From an optimization exercise on the open Yosys and OpenROAD flow, aimed at small area, a short achievable clock period and few clock cycles; shortcuts taken in it are not production practice.
Only simulation tests tie the RTL to the original design; equivalence was not proved.
Power is estimated from default activity; no workload was simulated.

== job 101 ==
==> module ambi_add_b, before the edit <==
module ambi_add_b (
    input  wire        sx,
    input  wire        sz,
    input  wire [7:0]  ex,
    input  wire [27:0] s,
    output reg  [31:0] y
);
    wire [7:0]  em1 = ex - 8'd1;
    wire [26:0] mark = (em1 < 8'd27) ? (27'h4000000 >> em1) : 27'd0;
    wire [26:0] sv = s[26:0] | mark;
    reg  [4:0]  lz;
    integer i;
    always @(*) begin
        lz = 5'd0;
        for (i = 0; i < 27; i = i + 1)
            if (sv[i]) lz = 5'd26 - i[4:0];
    end
    reg [26:0] q;
    reg [7:0]  e;
    reg        inc;
    reg [30:0] mag;
    always @(*) begin
        if (s[27]) begin
            q = {s[27:2], s[1] | s[0]};
            e = ex + 8'd1;
        end else begin
            q = s[26:0] << lz;
            e = ex - {3'd0, lz};
        end
        inc = q[2] & (q[1] | q[0] | q[3]);
        mag = {(q[26] ? e : 8'd0), q[25:3]} + {30'd0, inc};
        if (s == 28'd0)
            y = {sx & sz, 31'd0};
        else
            y = {sx, mag};
    end
endmodule
export LEC_CHECK = 0
export ABC_AREA = 1
export CAP_MARGIN = 40
export CORE_MARGIN = 2
export CORE_UTILIZATION = 40
export CTS_CLUSTER_DIAMETER = 80
export CTS_CLUSTER_SIZE = 25
export SLEW_MARGIN = 40
create_clock -name core_clock -period 70.0 [get_ports {clk}]
standard.sh (not shown) runs the stock make flow with config.mk's settings and CLKGATE_MAP_FILE= SYNTH_SCRIPT=/design/flow/synth_recipe.tcl, a recipe that flattens the netlist after the stock synthesis.
==> flow/flow/run.sh <==
#!/bin/bash
# The standard layout, with a stronger buffer on every port than the
# default choice of buffer_ports, and timing repair aimed at a slack of
# 54.6 ns on the design's 70 ns clock.
set -euo pipefail
export BUFFER_PORTS_ARGS="-buffer_cell sky130_fd_sc_hd__buf_4"
export SETUP_SLACK_MARGIN=54.6
bash standard.sh finish > standard_flow.log 2>&1
Testbench counts of job 101, summed over its fixed seeds: cycles 4,337.
## Diff of input files: job 103 against job 101
--- a/flow/design.v
+++ b/flow/design.v
@@ -12,8 +12,27 @@
             assign cc[i+1] = a[i] & cc[i];
         end
     endgenerate
 endmodule
+module ambi_incs #(parameter W = 32) (
+    input  wire [W-1:0] a,
+    input  wire         c,
+    output wire [W-1:0] y
+);
+    wire [W:0] cc;
+    assign cc[0] = c;
+    genvar i;
+    generate
+        for (i = 0; i < W; i = i + 1) begin : g_bit
+            assign y[i] = a[i] ^ cc[i];
+            if (i % 8 == 7) begin : g_skip
+                assign cc[i+1] = c & (&a[i:0]);
+            end else begin : g_rip
+                assign cc[i+1] = a[i] & cc[i];
+            end
+        end
+    endgenerate
+endmodule
 module ambi_rsh26 (
     input  wire [25:0] v,
     input  wire [7:0]  n,
     output reg  [25:0] y,
@@ -75,9 +94,10 @@
     end
     reg [26:0] q;
     reg [7:0]  e;
     reg        inc;
-    reg [30:0] mag;
+    wire [30:0] mag;
+    ambi_incs #(.W(31)) u_inc (.a({(q[26] ? e : 8'd0), q[25:3]}), .c(inc), .y(mag));
     always @(*) begin
         if (s[27]) begin
             q = {s[27:2], s[1] | s[0]};
             e = ex + 8'd1;
@@ -85,9 +105,8 @@
             q = s[26:0] << lz;
             e = ex - {3'd0, lz};
         end
         inc = q[2] & (q[1] | q[0] | q[3]);
-        mag = {(q[26] ? e : 8'd0), q[25:3]} + {30'd0, inc};
         if (s == 28'd0)
             y = {sx & sz, 31'd0};
         else
             y = {sx, mag};
## What came out
- Job 103 reports a higher hold slack than job 101 does.
- | utilization | job 103 vs job 101 | ≈ equal |
- Compared with job 101, job 103 shows wire length of the first global-routing pass higher by about 8%.
- Comparing job 103 and job 101, the higher share of cell area taken by multi-input logic gates was measured on job 101.
- | portion of the post-synthesis area used by sequential elements | job 101 vs job 103 | ≈ equal |
Testbench counts of job 103, summed over its fixed seeds: cycles 4,337.


ambi_core with an RTL version that a note above also has.
Size in the first run: about 13,000 cells after synthesis, about 3,600 flip-flops.
export LEC_CHECK = 0
export ABC_AREA = 1
export CAP_MARGIN = 40
export CORE_MARGIN = 2
export CORE_UTILIZATION = 40
export CTS_CLUSTER_DIAMETER = 80
export CTS_CLUSTER_SIZE = 25
export SLEW_MARGIN = 40
create_clock -name core_clock -period 70.0 [get_ports {clk}]
==> flow/flow/run.sh <==
#!/bin/bash
# The standard layout with three changes:
#  - synthesis maps with flow/abc_area.script, an area-first ABC script
#    (map -a, then buffering and sizing, three times over), in place of
#    ORFS's abc_area.script, and lowers adders with Yosys's own carry
#    lookahead instead of ORFS's Kogge-Stone map (SYNTH_OPERATIONS_ARGS set);
#    everything else in synthesis, registers included, is the standard one
#  - a stronger buffer (buf_4) on every port than buffer_ports picks by itself
#  - timing repair aimed at a slack of 54.6 ns on the design's 70 ns clock
set -euo pipefail
export BUFFER_PORTS_ARGS="-buffer_cell sky130_fd_sc_hd__buf_4"
export SETUP_SLACK_MARGIN=54.6
rm -rf scripts_abc
cp -r "$FLOW_HOME/scripts" scripts_abc
cp flow/abc_area.script scripts_abc/abc_area.script
sed "s#\"\${@:-finish}\"#SCRIPTS_DIR=$PWD/scripts_abc \"\${@:-finish}\"#" standard.sh > standard_abc.sh
SYNTH_OPERATIONS_ARGS="-noshare" bash standard_abc.sh synth > synth_flow.log 2>&1
bash standard.sh finish > standard_flow.log 2>&1
==> flow/flow/abc_area.script <==
strash
dch
map -a
topo
stime -c
buffer -c
upsize -c
dnsize -c
strash
dch
map -a
topo
stime -c
buffer -c
upsize -c
dnsize -c
strash
dch
map -a
topo
stime -c
buffer -c
upsize -c
dnsize -c
Testbench counts at the start, summed over its fixed seeds: cycles 4,337.
Next try:
--- a/flow/design.v
+++ b/flow/design.v
@@ -1553,28 +1553,28 @@
     reg        clear_m;         
     reg        px_put;          
     reg        smooth_m;        
     reg        xfer_pend;       
     reg        ov_r, ol_r;      
     reg [7:0]  od_r;
     reg        px_busy;         
     reg        px_abs;          
     reg        px_sg;           
     reg        px_zero;         
     reg [4:0]  px_cnt;          
     wire       fpass = proc_busy & smooth_m;                
-    wire [4:0] e0 = (rph >= 5'd6)  ? rph - 5'd6  : rph + 5'd18;
-    wire [4:0] e1 = (rph >= 5'd14) ? rph - 5'd14 : rph + 5'd10;
-    wire [4:0] e2 = (rph >= 5'd22) ? rph - 5'd22 : rph + 5'd2;
-    wire       fp_ok = pc >= 5'd6;
+    wire [4:0] e0 = (rph >= 5'd7)  ? rph - 5'd7  : rph + 5'd17;
+    wire [4:0] e1 = (rph >= 5'd15) ? rph - 5'd15 : rph + 5'd9;
+    wire [4:0] e2 = (rph >= 5'd23) ? rph - 5'd23 : rph + 5'd1;
+    wire       fp_ok = pc >= 5'd7;
     wire na0      = (!fpass | ((pm == 2'd0) & fp_ok)) & (h_addr[4:0] == e0);
     wire na1      = (!fpass | ((pm == 2'd1) & fp_ok)) & (h_addr[4:0] == e1);
     wire na2      = (!fpass | ((pm == 2'd2) & fp_ok)) & (h_addr[4:0] == e2);
     wire new_at   = !h_ch | na0 | na1 | na2;
     wire at_tap   = (rph == 5'd7) | (rph == 5'd15) | (rph == 5'd23);
     wire [1:0] tap_n = (rph == 5'd7) ? 2'd1 : (rph == 5'd15) ? 2'd2 : 2'd0;
     wire o_free   = !xfer_pend & (!ov_r | ol_r);            
     wire x_idle   = !xfer_pend & !ov_r;
     reg h_can;
     always @(*) begin
         if (sweep)          h_can = 1'b0;
         else if (h_new)     h_can = new_at;
@@ -1615,31 +1615,31 @@
                 px_cnt <= px_cnt + 5'd1;
         end
     end
     wire        px_inc = h_data[7] & ((|h_data[6:0]) | h_data[8]);
     wire [30:0] px_mag;
     ambi_inc #(.W(31)) u_pxmag (.a({8'd158 - {3'd0, px_cnt}, h_data[30:8]}), .c(px_inc), .y(px_mag));
     wire [31:0] pix_f  = px_zero ? 32'd0 : {px_sg, px_mag};
     wire h_free = !h_v | h_exec;
     wire x_new = cmd_op == 4'd5;
     wire x_nop = cmd_op[3] & (cmd_op[2:0] != 3'd0);
     wire       fpass_n = (fpass & (pc != NCH + 5)) | (h_exec & h_frame);
     wire [1:0] pm_n    = (h_exec & h_xop) ? tap_n : pm;
-    wire       fp_ok_n = !(h_exec & h_xop) & (pc >= 5'd5);
+    wire       fp_ok_n = !(h_exec & h_xop) & (pc >= 5'd6);
     wire       al0_n   = !fpass_n | ((pm_n == 2'd0) & fp_ok_n);
     wire       al1_n   = !fpass_n | ((pm_n == 2'd1) & fp_ok_n);
     wire       al2_n   = !fpass_n | ((pm_n == 2'd2) & fp_ok_n);
-    wire [4:0] f0 = (rph >= 5'd5)  ? rph - 5'd5  : rph + 5'd19;
-    wire [4:0] f1 = (rph >= 5'd13) ? rph - 5'd13 : rph + 5'd11;
-    wire [4:0] f2 = (rph >= 5'd21) ? rph - 5'd21 : rph + 5'd3;
+    wire [4:0] f0 = (rph >= 5'd6)  ? rph - 5'd6  : rph + 5'd18;
+    wire [4:0] f1 = (rph >= 5'd14) ? rph - 5'd14 : rph + 5'd10;
+    wire [4:0] f2 = (rph >= 5'd22) ? rph - 5'd22 : rph + 5'd2;
     wire x_at  = (cmd_addr[7:5] != 3'd0) | (cmd_addr[4:3] == 2'b11) |
                  (al0_n & (cmd_addr[4:0] == f0)) | (al1_n & (cmd_addr[4:0] == f1)) |
                  (al2_n & (cmd_addr[4:0] == f2));
     wire x_can = x_nop | (x_new & x_at);
     wire h_soon = h_v & h_new & ((al0_n & (h_addr[4:0] == f0)) | (al1_n & (h_addr[4:0] == f1)) |
                                  (al2_n & (h_addr[4:0] == f2)));
     always @(posedge clk) begin
         if (rdy_r) begin
             h_op   <= cmd_op;
             h_addr <= cmd_addr;
             h_data <= cmd_data;
         end else if (px_step)
@@ -1831,31 +1831,31 @@
             orr[7] <= o_wd;
         if (o_wen & (pm == 2'd1))
             orr[15] <= o_wd;
         if (o_wen & (pm == 2'd2))
             orr[23] <= o_wd;
     end
     wire        s_wen   = h_exec & h_new & h_ch;
     always @(posedge clk) begin
         sr[0] <= sr[NCH-1];
         for (k = 1; k < NCH; k = k + 1)
             sr[k] <= sr[k-1];
         if (sweep)
-            sr[7] <= 8'd0;
+            sr[8] <= 8'd0;
         else if (s_wen & na0)
-            sr[7] <= h_data[7:0];
+            sr[8] <= h_data[7:0];
         if (s_wen & na1)
-            sr[15] <= h_data[7:0];
+            sr[16] <= h_data[7:0];
         if (s_wen & na2)
-            sr[23] <= h_data[7:0];
+            sr[0] <= h_data[7:0];
     end
     wire       l_wen   = h_exec & h_lut;
     wire [7:0] ins_val = sweep ? ins_entry : h_data[7:0];
     always @(posedge clk) begin
         if (rst_q) begin
             ph    <= 8'd0;
             sweep <= 1'b1;
         end else begin
             ph <= ph + 8'd1;
             if (ph == 8'd255)
                 sweep <= 1'b0;
         end
Routed wire length climbs by 4.9%; cell area is higher by 0.48%; fmax fell by 0.45%; total power came out higher by 0.80%; clock skew rose by 0.013 ns.
Testbench counts after the change, summed over its fixed seeds: cycles 4,329.

## afterwards: timing with drivers on the ports
The flow's constraints put no driver on any port. The routed layouts listed below were extracted and timed again, unchanged, in two steps. Step 1 sets driving cells, clkbuf_16 on the clock port and buf_2 on the other inputs (assumed; they add their load-dependent delay and slew). Step 2 moves the port delays by t, midway between the first and last clock arrival at a register: inputs arrive t later, outputs are due t later. That takes back most of the time a late clock gives input paths. Slacks: no drivers / after step 1 / after step 2; pairs: no drivers / after step 1.
run | t (ns) | setup slack, ns | clock arrival spread, ns | worst register clock-pin slew, ns
job 101 | 1.051 | 54.469 / 54.362 / 53.590 | 0.160 / 0.161 | 0.11 / 0.11
job 103 | 1.050 | 54.432 / 54.320 / 53.564 | 0.168 / 0.168 | 0.11 / 0.11
the first run of note 2 | 1.086 | 54.521 / 54.399 / 54.103 | 0.123 / 0.123 | 0.11 / 0.11
the second run of note 2 | 1.060 | 54.452 / 54.352 / 54.438 | 0.115 / 0.114 | 0.11 / 0.11
After both steps setup and hold are still met in every run listed. The setup slack of job 101, which loses most, moves by -0.107 ns with the drivers and by -0.879 ns with both steps.
